Background: an optimization exercise with open tools, aiming at small area. Do not read the settings as production practice.
Only simulation tests tie the RTL to the original design; equivalence was not proved.
Power and IR drop assume default switching activity.

// aqa32_core
module aqa32_core (
    input  wire        clk,
    input  wire        rst,           
    output wire        mem_req,
    output wire        mem_we,
    output wire [7:0]  mem_addr,
    output wire [31:0] mem_wdata,
    input  wire        mem_ready,
    input  wire [31:0] mem_rdata,
    output wire        out_valid,
    output wire        out_chr,       
    output wire [31:0] out_value,
    input  wire        inp_avail,
    output wire        inp_take,
    output wire        halted,
    output wire        fault,
    output wire [2:0]  fault_code,
    output wire [31:0] fault_pc
);
Size in the first run: roughly 1100 cells after synthesis, about 510 flip-flops, about 150 I/O pins, about 14000 um^2 of cells after synthesis.
export LEC_CHECK = 0
export ABC_AREA = 1
export CAP_MARGIN = 20
export CORE_MARGIN = 2
export CORE_UTILIZATION = 40
export PLACE_DENSITY = 0.6
export SLEW_MARGIN = 20
create_clock -name core_clock -period 12.0 [get_ports {clk}]
standard.sh (not shown) runs the stock make flow with config.mk's settings and CLKGATE_MAP_FILE= SYNTH_SCRIPT=/design/flow/synth_recipe.tcl, a recipe that flattens the netlist after the stock synthesis.
==> flow/flow/run.sh <==
#!/bin/bash
# The standard ORFS layout with three changes:
#  - synthesis maps the logic with a stronger ABC area script (three rounds of
#    strash; dch; map -a) instead of ORFS's abc_area.script; everything else in
#    synthesis (registers included) is the standard synthesis;
#  - port buffers use the smallest buffer cell (buf_1);
#  - clock tree synthesis uses clkbuf_4 in small clusters, without dummy loads.
set -euo pipefail
work=$PWD
rm -rf "$work/scripts_area"
cp -r "$FLOW_HOME/scripts" "$work/scripts_area"
cp "$work/flow/abc_area.script" "$work/scripts_area/abc_area.script"
bash standard.sh "SCRIPTS_DIR=$work/scripts_area" synth > synth.log 2>&1
bash standard.sh \
  "BUFFER_PORTS_ARGS=-buffer_cell sky130_fd_sc_hd__buf_1" \
  "CTS_ARGS=-sink_clustering_enable -repair_clock_nets -buf_list sky130_fd_sc_hd__clkbuf_4 -sink_clustering_size 10 -sink_clustering_max_diameter 50 -dont_use_dummy_load" \
  finish > standard.log 2>&1
==> flow/flow/abc_area.script <==
strash
dch
map -a
strash
dch
map -a
strash
dch
map -a
topo
The baseline finished clean.
Change:
--- a/flow/flow/run.sh
+++ b/flow/flow/run.sh
@@ -15,3 +15,3 @@
   "BUFFER_PORTS_ARGS=-buffer_cell sky130_fd_sc_hd__buf_1" \
-  "CTS_ARGS=-sink_clustering_enable -repair_clock_nets -buf_list sky130_fd_sc_hd__clkbuf_4 -sink_clustering_size 10 -sink_clustering_max_diameter 50 -dont_use_dummy_load" \
+  "CTS_ARGS=-sink_clustering_enable -repair_clock_nets -buf_list sky130_fd_sc_hd__clkbuf_4 -sink_clustering_size 12 -sink_clustering_max_diameter 40 -dont_use_dummy_load" \
   finish > standard.log 2>&1
- CORE_UTILIZATION: 40 -> 65
- PLACE_DENSITY: 0.6 -> 0.75
After rerunning: The changed run completed with no timing, DRC or antenna violations; non-clock buffer count is lower by 2; wire length stays flat; power falls by 1.9%.
Change:
--- a/flow/flow/run.sh
+++ b/flow/flow/run.sh
@@ -15,3 +15,3 @@
   "BUFFER_PORTS_ARGS=-buffer_cell sky130_fd_sc_hd__buf_1" \
-  "CTS_ARGS=-sink_clustering_enable -repair_clock_nets -buf_list sky130_fd_sc_hd__clkbuf_4 -sink_clustering_size 12 -sink_clustering_max_diameter 40 -dont_use_dummy_load" \
+  "CTS_ARGS=-sink_clustering_enable -repair_clock_nets -buf_list sky130_fd_sc_hd__clkbuf_4 -sink_clustering_size 10 -sink_clustering_max_diameter 50 -dont_use_dummy_load" \
   finish > standard.log 2>&1
What happened: Cell count goes up by 0.47%. Die area is unchanged. Hold slack gets worse by 24 ps. Worst setup slack gets worse by 22 ps. Total power goes up by 1.1%.

========
The RTL this note starts from:
==> flow/design.v <==
module aqa32_core (
    input  wire        clk,
    input  wire        rst,           
    output wire        mem_req,
    output wire        mem_we,
    output wire [7:0]  mem_addr,
    output wire [31:0] mem_wdata,
    input  wire        mem_ready,
    input  wire [31:0] mem_rdata,
    output wire        out_valid,
    output wire        out_chr,       
    output wire [31:0] out_value,
    input  wire        inp_avail,
    output wire        inp_take,
    output wire        halted,
    output wire        fault,
    output wire [2:0]  fault_code,
    output wire [31:0] fault_pc
);
    localparam [4:0] OP_LDR = 5'd0,  OP_STR = 5'd1,  OP_ADD = 5'd2,  OP_SUB = 5'd3,
                     OP_MOV = 5'd4,  OP_CMP = 5'd5,  OP_B   = 5'd6,  OP_BEQ = 5'd7,
                     OP_BNE = 5'd8,  OP_BGT = 5'd9,  OP_BLT = 5'd10, OP_AND = 5'd11,
                     OP_ORR = 5'd12, OP_EOR = 5'd13, OP_MVN = 5'd14, OP_LSL = 5'd15,
                     OP_LSR = 5'd16, OP_HALT = 5'd17, OP_INP = 5'd18, OP_OUT = 5'd19;
    localparam [4:0] S_INIT  = 5'd0,    
                     S_FETCH = 5'd1,
                     S_DEC   = 5'd2,
                     S_STAT  = 5'd3,
                     S_OP    = 5'd4,    
                     S_CHK   = 5'd5,
                     S_MEM   = 5'd6,
                     S_LDD   = 5'd7,
                     S_WBW   = 5'd8,
                     S_WB    = 5'd9,    
                     S_OUTV  = 5'd10,
                     S_INP   = 5'd11,
                     S_INCW  = 5'd12,
                     S_INC   = 5'd13,   
                     S_ROT   = 5'd14,   
                     S_SHO   = 5'd15,   
                     S_FCW   = 5'd16,
                     S_FCAP  = 5'd17,   
                     S_FAULT = 5'd18,
                     S_HALT  = 5'd19;
    reg  [4:0]  st;
    reg  [4:0]  cnt;
    reg  [31:0] W;
    reg  [31:0] Y;
    reg  [7:0]  A8;
    reg  [8:0]  P;
    reg         pcc;      
    reg         alc;      
    reg         acc;      
    reg         gt;       
    reg         cz;       
    reg         cn;       
    reg  [2:0]  fcode;
    wire [4:0]  opcode = W[31:27];
    wire [3:0]  rn     = W[26:23];
    wire [3:0]  rd     = W[22:19];
    wire [2:0]  mode   = W[18:16];
    wire [15:0] o2     = W[15:0];
    wire is_ldr  = opcode == OP_LDR;
    wire is_str  = opcode == OP_STR;
    wire is_cmp  = opcode == OP_CMP;
    wire is_lsl  = opcode == OP_LSL;
    wire is_lsr  = opcode == OP_LSR;
    wire is_out  = opcode == OP_OUT;
    wire is_br   = (opcode >= OP_B) && (opcode <= OP_BLT);
    wire is_shift = is_lsl || is_lsr;
    wire alu_wr  = (opcode == OP_ADD) || (opcode == OP_SUB) || (opcode == OP_MOV) ||
                   (opcode == OP_AND) || (opcode == OP_ORR) || (opcode == OP_EOR) ||
                   (opcode == OP_MVN);
    wire uses_rn = (opcode == OP_ADD) || (opcode == OP_SUB) || (opcode == OP_AND) ||
                   (opcode == OP_ORR) || (opcode == OP_EOR) || (opcode == OP_LSL) ||
                   (opcode == OP_LSR) || (opcode == OP_CMP) || (opcode == OP_OUT);
    wire uses_rd = alu_wr || is_ldr || is_str || is_shift;
    wire f_op   = opcode >= 5'd20;
    wire f_mode = mode >= 3'd2;
    wire f_rng  = ((mode == 3'd0) && (o2 >= 16'd14)) ||
                  (uses_rn && (rn >= 4'd14)) || (uses_rd && (rd >= 4'd14));
    wire sfault = f_op || f_mode || f_rng;
    wire [2:0] scode = f_op ? 3'd3 : f_mode ? 3'd4 : 3'd2;
    wire c0    = cnt == 5'd0;
    wire c31   = cnt == 5'd31;
    wire pc_lo = cnt < 5'd9;
    wire a8_lo = cnt < 5'd8;
    wire hi8   = cnt >= 5'd8;
    wire pass  = (st == S_INIT) || (st == S_OP) || (st == S_WB) || (st == S_INC) ||
                 (st == S_ROT) || (st == S_SHO) || (st == S_FCAP);
    wire cc  = c0 ? (st != S_FCAP) : pcc;
    wire pcs = pc_lo && (P[0] ^ cc);
    wire [12:0] rb;
    genvar k;
    generate
        for (k = 0; k < 13; k = k + 1) begin : R
            reg [31:0] q;
            assign rb[k] = q[0];
        end
    endgenerate
    function rsel(input [3:0] idx, input [12:0] bits, input pcb);
        if (idx == 4'd13) rsel = pcb;
        else if (idx < 4'd13) rsel = bits[idx];
        else rsel = 1'b0;
    endfunction
    wire [3:0] sel_a = is_str ? rd : rn;
    wire a    = rsel(sel_a, rb, pcs);
    wire breg = rsel(o2[3:0], rb, pcs);
    wire wm   = W[cnt];
    wire imm  = wm && !cnt[4];
    wire op2  = mode[0] ? imm : breg;
    wire sub = (opcode == OP_SUB) || is_cmp;
    wire bb  = op2 ^ sub;
    wire ac  = c0 ? sub : alc;
    wire sum = a ^ bb ^ ac;
    wire co  = (a & bb) | (a & ac) | (bb & ac);
    reg  y;
    always @(*) begin
        case (opcode)
            OP_ADD, OP_SUB: y = sum;
            OP_AND:         y = a & op2;
            OP_ORR:         y = a | op2;
            OP_EOR:         y = a ^ op2;
            OP_MVN:         y = ~op2;
            default:        y = op2;
        endcase
    end
    reg taken;
    always @(*) begin
        case (opcode)
            OP_B:    taken = 1'b1;
            OP_BEQ:  taken = !cz;
            OP_BNE:  taken = cz;
            OP_BGT:  taken = cz && !cn;
            OP_BLT:  taken = cn;
            default: taken = 1'b0;
        endcase
    end
    wire [4:0] s   = A8[4:0];
    wire big       = acc || (A8[7:5] != 3'd0);
    wire lt        = cnt < s;
    wire shout     = Y[0] && !(is_lsl && lt);
    reg wbit;
    always @(*) begin
        case (st)
            S_OP:    wbit = y;
            S_WB:    wbit = wm;
            S_SHO:   wbit = shout;
            default: wbit = 1'b0;
        endcase
    end
    wire [3:0] wsel = (st == S_WB) ? A8[3:0] : rd;
    wire wrd   = ((st == S_OP) && alu_wr) || (st == S_SHO) || (st == S_WB);
    wire fin   = (st == S_INIT) || (st == S_WB) || (st == S_INC) || (st == S_SHO) ||
                 ((st == S_OP) && (alu_wr || is_cmp || is_br));
    wire pwr   = (st == S_INIT) || (wrd && (wsel == 4'd13)) ||
                 ((st == S_OP) && is_br && taken);
    wire pin   = pwr ? wbit : fin ? (P[0] ^ cc) : P[0];
    generate
        for (k = 0; k < 13; k = k + 1) begin : RW
            wire we = (st == S_INIT) || (wrd && (wsel == k));
            always @(posedge clk)
                R[k].q <= {we ? wbit : R[k].q[0], R[k].q[31:1]};
        end
    endgenerate
    wire dev_bad = acc || (A8[7:2] != 6'd0) || !(A8[0] ^ A8[1]);
    wire kbit    = !cnt[4] || (cnt == 5'd20);    
    reg [4:0] nst;
    always @(*) begin
        nst = st;
        case (st)
            S_INIT:  if (c31) nst = S_FETCH;
            S_FETCH: begin
                if (acc) nst = S_FAULT;
                else if (P[8]) nst = S_FCW;
                else if (mem_ready) nst = S_DEC;
            end
            S_DEC:   nst = S_STAT;
            S_STAT: begin
                if (sfault) nst = S_FCW;
                else if (opcode == OP_HALT) nst = S_HALT;
                else if (opcode == OP_INP) nst = S_INP;
                else if (c31) nst = S_OP;
            end
            S_OP: if (c31) nst = (is_ldr || is_str || is_out) ? S_CHK :
                                 is_shift ? S_ROT : S_FETCH;
            S_CHK: begin
                if (is_out) nst = (dev_bad || (gt && A8[1])) ? S_FCW : S_OUTV;
                else nst = acc ? S_FCW : S_MEM;
            end
            S_MEM:   if (mem_ready) nst = is_str ? S_INCW : S_LDD;
            S_LDD:   nst = S_WBW;
            S_WBW:   if (c31) nst = S_WB;
            S_WB:    if (c31) nst = S_FETCH;
            S_OUTV:  nst = S_INCW;
            S_INP:   if (inp_avail) nst = S_INCW;
            S_INCW:  if (c31) nst = S_INC;
            S_INC:   if (c31) nst = S_FETCH;
            S_ROT:   if (c31) nst = S_SHO;
            S_SHO:   if (c31) nst = S_FETCH;
            S_FCW:   if (c31) nst = S_FCAP;
            S_FCAP:  if (c31) nst = S_FAULT;
            default: ;
        endcase
    end
    always @(posedge clk) begin
        if (rst) begin
            st  <= S_INIT;
            cnt <= 5'd0;
        end else begin
            st  <= nst;
            cnt <= cnt + 5'd1;
        end
    end
    always @(posedge clk) begin
        if (st == S_FETCH) fcode <= 3'd2;
        else if (st == S_STAT) fcode <= scode;
        else if (st == S_CHK) fcode <= !is_out ? 3'd2 : dev_bad ? 3'd5 : 3'd6;
        if ((st == S_DEC) || (st == S_LDD)) W <= mem_rdata;
        pcc <= cc & P[0];
        if (pass && pc_lo) P <= {pin, P[8:1]};
        if ((st == S_OP) && a8_lo) A8 <= {op2, A8[7:1]};
        else if ((st == S_MEM) && mem_ready) A8[3:0] <= rd;
        if (pass) begin
            if (st == S_OP) Y <= {pwr ? wbit : a, Y[31:1]};
            else if (st == S_FCAP) Y <= {pcs, Y[31:1]};
            else if (st == S_ROT) begin
                if (big || (lt ^ is_lsl)) Y <= {(is_lsr || big) ? 1'b0 : Y[0], Y[31:1]};
            end else Y <= {wbit, Y[31:1]};
        end
        if ((st == S_OP) || fin)
            acc <= c0 ? 1'b0 : (acc || (hi8 && (fin ? (pwr && wbit) : op2)));
        alc <= co;
        gt  <= kbit ? (a && gt && !c0) : (a || gt);
        if (st == S_INIT) begin
            cz <= 1'b0;
            cn <= 1'b0;
        end else if ((st == S_OP) && is_cmp) begin
            cz <= (cz && !c0) || sum;
            if (c31) cn <= !co;
        end
    end
    assign mem_req   = (st == S_FETCH) || (st == S_MEM);
    assign mem_we    = (st == S_MEM) && is_str;
    assign mem_addr  = (st == S_FETCH) ? P[7:0] : A8;
    assign mem_wdata = Y;
    assign out_valid = st == S_OUTV;
    assign out_chr   = A8[1];
    assign out_value = Y;
    assign inp_take  = (st == S_INP) && inp_avail;
    assign halted    = st == S_HALT;
    assign fault     = st == S_FAULT;
    assign fault_code = fcode;
    assign fault_pc  = Y;
endmodule
==> flow/config.mk <==
export PLATFORM = sky130hd
export DESIGN_NAME = aqa32_core
export DESIGN_NICKNAME = aqa32_core
export VERILOG_FILES = /design/flow/design.v
export SDC_FILE = /design/flow/constraint.sdc
export NUM_CORES = 4
export LEC_CHECK = 0
export ABC_AREA = 1
export CAP_MARGIN = 20
export CORE_MARGIN = 2
export CORE_UTILIZATION = 40
export CTS_BUF_LIST = sky130_fd_sc_hd__clkbuf_4
export PLACE_DENSITY = 0.6
export SLEW_MARGIN = 20
==> flow/constraint.sdc <==
create_clock -name core_clock -period 12.0 [get_ports {clk}]
set_input_delay 2.4000 -clock core_clock [delete_from_list [all_inputs] [get_ports {clk}]]
set_output_delay 2.4000 -clock core_clock [all_outputs]
set_load 0.01 [all_outputs]
run.sh (not shown) runs the stock make flow with config.mk's settings and CLKGATE_MAP_FILE= SYNTH_SCRIPT=/design/flow/synth_recipe.tcl, a recipe that flattens the netlist after the stock synthesis.
Stock flow here: none of the scripts above is used.
Rerun with:
==> flow/flow/run.sh (new file) <==
#!/bin/bash
# Standard ORFS layout, with two changes: port buffers use the smallest buffer
# cell, and clock tree synthesis uses clkbuf_4 without dummy loads.
set -euo pipefail
bash standard.sh \
  "BUFFER_PORTS_ARGS=-buffer_cell sky130_fd_sc_hd__buf_1" \
  "CTS_ARGS=-sink_clustering_enable -repair_clock_nets -buf_list sky130_fd_sc_hd__clkbuf_4 -dont_use_dummy_load" \
  finish > standard.log 2>&1
==> flow/standard.sh (new file) <==
#!/bin/bash
# synth_recipe.tcl (not shown) runs the flow's synth.tcl, then flattens the netlist and writes it again
# the make line also repeats each setting of config.mk as NAME=value (left out here)
make -C /OpenROAD-flow-scripts/flow DESIGN_CONFIG=/design/flow/config.mk WORK_HOME=/design/flow/orfs CLKGATE_MAP_FILE= SYNTH_SCRIPT=/design/flow/synth_recipe.tcl "${@:-finish}"
Settings changed: CTS_BUF_LIST sky130_fd_sc_hd__clkbuf_4 to unset.
removed: flow/run.sh
What happened: The new run completed without violations. Routed wire length is lower by about 2.3%. Cell count is lower by 5.1%. Global-route usage stays flat. Die area stays the same. Setup slack is better by 770 ps. Sequential power barely changes. First-iteration DRC count is lower by 7.2%. Count of clock-buffer cells in the layout is lower by 62. Combinational power is lower by 26%. Final area is lower by 9.1%.
Rerun with:
==> flow/run.sh (new file) <==
#!/bin/bash
# synth_recipe.tcl (not shown) runs the flow's synth.tcl, then flattens the netlist and writes it again
# the make line also repeats each setting of config.mk as NAME=value (left out here)
make -C /OpenROAD-flow-scripts/flow DESIGN_CONFIG=/design/flow/config.mk WORK_HOME=/design/flow/orfs CLKGATE_MAP_FILE= SYNTH_SCRIPT=/design/flow/synth_recipe.tcl finish
Settings changed: ABC_AREA 1 to unset.
removed: flow/flow/run.sh
removed: flow/standard.sh
Result: The changed run ran to the end with no violations; global-route usage grows by 0.47 points; cell area goes up by about 11%; setup slack is worse by 750 ps; total power rises by about 3%; core utilization rose by 4.1 points; critical path depth decreases by 1; clock-buffer cell count drops by 42; via count decreases by about 6%.
Rerun with:
==> flow/flow/run.sh (new file) <==
#!/bin/bash
# Standard ORFS layout, with two changes: port buffers use the smallest buffer
# cell, and clock tree synthesis uses clkbuf_4 without dummy loads.
set -euo pipefail
bash standard.sh \
  "BUFFER_PORTS_ARGS=-buffer_cell sky130_fd_sc_hd__buf_1" \
  "CTS_ARGS=-sink_clustering_enable -repair_clock_nets -buf_list sky130_fd_sc_hd__clkbuf_4 -sink_clustering_size 10 -sink_clustering_max_diameter 50 -dont_use_dummy_load" \
  finish > standard.log 2>&1
==> flow/standard.sh (new file) <==
#!/bin/bash
# synth_recipe.tcl (not shown) runs the flow's synth.tcl, then flattens the netlist and writes it again
# the make line also repeats each setting of config.mk as NAME=value (left out here)
make -C /OpenROAD-flow-scripts/flow DESIGN_CONFIG=/design/flow/config.mk WORK_HOME=/design/flow/orfs CLKGATE_MAP_FILE= SYNTH_SCRIPT=/design/flow/synth_recipe.tcl "${@:-finish}"
Settings changed: ABC_AREA set to 1.
removed: flow/run.sh
The changed run finished with timing, DRC and antenna clean. Via count goes up by 3.5%. Routed wire length falls by 7.3%. Setup slack gets better by 750 ps. Register-to-register slack gains 750 ps.
Rerun with:
==> flow/flow/run.sh (replaced) <==
#!/bin/bash
# Standard ORFS layout, with two changes: port buffers use the smallest buffer
# cell, and clock tree synthesis uses clkbuf_4 without dummy loads.
set -euo pipefail
bash standard.sh \
  "BUFFER_PORTS_ARGS=-buffer_cell sky130_fd_sc_hd__buf_1" \
  "CTS_ARGS=-sink_clustering_enable -repair_clock_nets -buf_list sky130_fd_sc_hd__clkbuf_8 -sink_clustering_size 20 -sink_clustering_max_diameter 60 -dont_use_dummy_load" \
  finish > standard.log 2>&1
=> The new run produced a clean layout; first-iteration DRC count came out higher by about 8%; combinational power is about the same; die area is unchanged; final cell count came out lower by 1.6%.

-- port drivers added, routing unchanged --
No port has a modelled driver above. Below, the same layouts with a new extraction and two added sets of constraints. Step 1 assumes that a clkbuf_16 drives the clock port and a buf_2 every other input. Step 2 adds t to the input delays and takes it off the output delays; t is the mean of the earliest and latest rising clock arrival at the registers after step 1. Input paths then give back, and output paths get back, about the clock's delay inside the block. a / b / c = ideal / step 1 / step 2; a / b = the first two.
run | t, ns | setup WS [ns] | hold WS [ns] | worst setup path after step 2 | worst register clock-pin slew, ns
the first run of note 1 | 0.726 | 5.954 / 5.915 / 6.396 | 0.303 / 0.303 / 0.303 | register to register | 0.10 / 0.10
the second run of note 1 | 0.685 | 5.949 / 5.909 / 6.339 | 0.306 / 0.306 / 0.306 | register to register | 0.12 / 0.12
the third run of note 1 | 0.709 | 5.927 / 5.881 / 6.383 | 0.282 / 0.282 / 0.282 | register to register | 0.10 / 0.10
the first run of note 2 | 0.792 | 5.961 / 5.936 / 5.936 | 0.263 / 0.263 / 0.263 | input to output | 0.07 / 0.07
the second run of note 2 | 0.760 | 6.728 / 6.701 / 6.701 | 0.287 / 0.287 / 0.287 | input to output | 0.07 / 0.07
the third run of note 2 | 0.603 | 5.975 / 5.943 / 5.943 | 0.321 / 0.321 / 0.321 | input to output | 0.07 / 0.07
the fourth run of note 2 | 0.750 | 6.728 / 6.701 / 6.701 | 0.248 / 0.248 / 0.248 | input to output | 0.11 / 0.11
the fifth run of note 2 | 0.557 | 6.728 / 6.700 / 6.700 | 0.243 / 0.243 / 0.243 | input to output | 0.12 / 0.12
After both steps setup and hold are still met in every run listed. For the third run of note 2, which loses most, drivers alone change the setup slack by -0.032 ns; drivers and shift together by -0.032 ns.
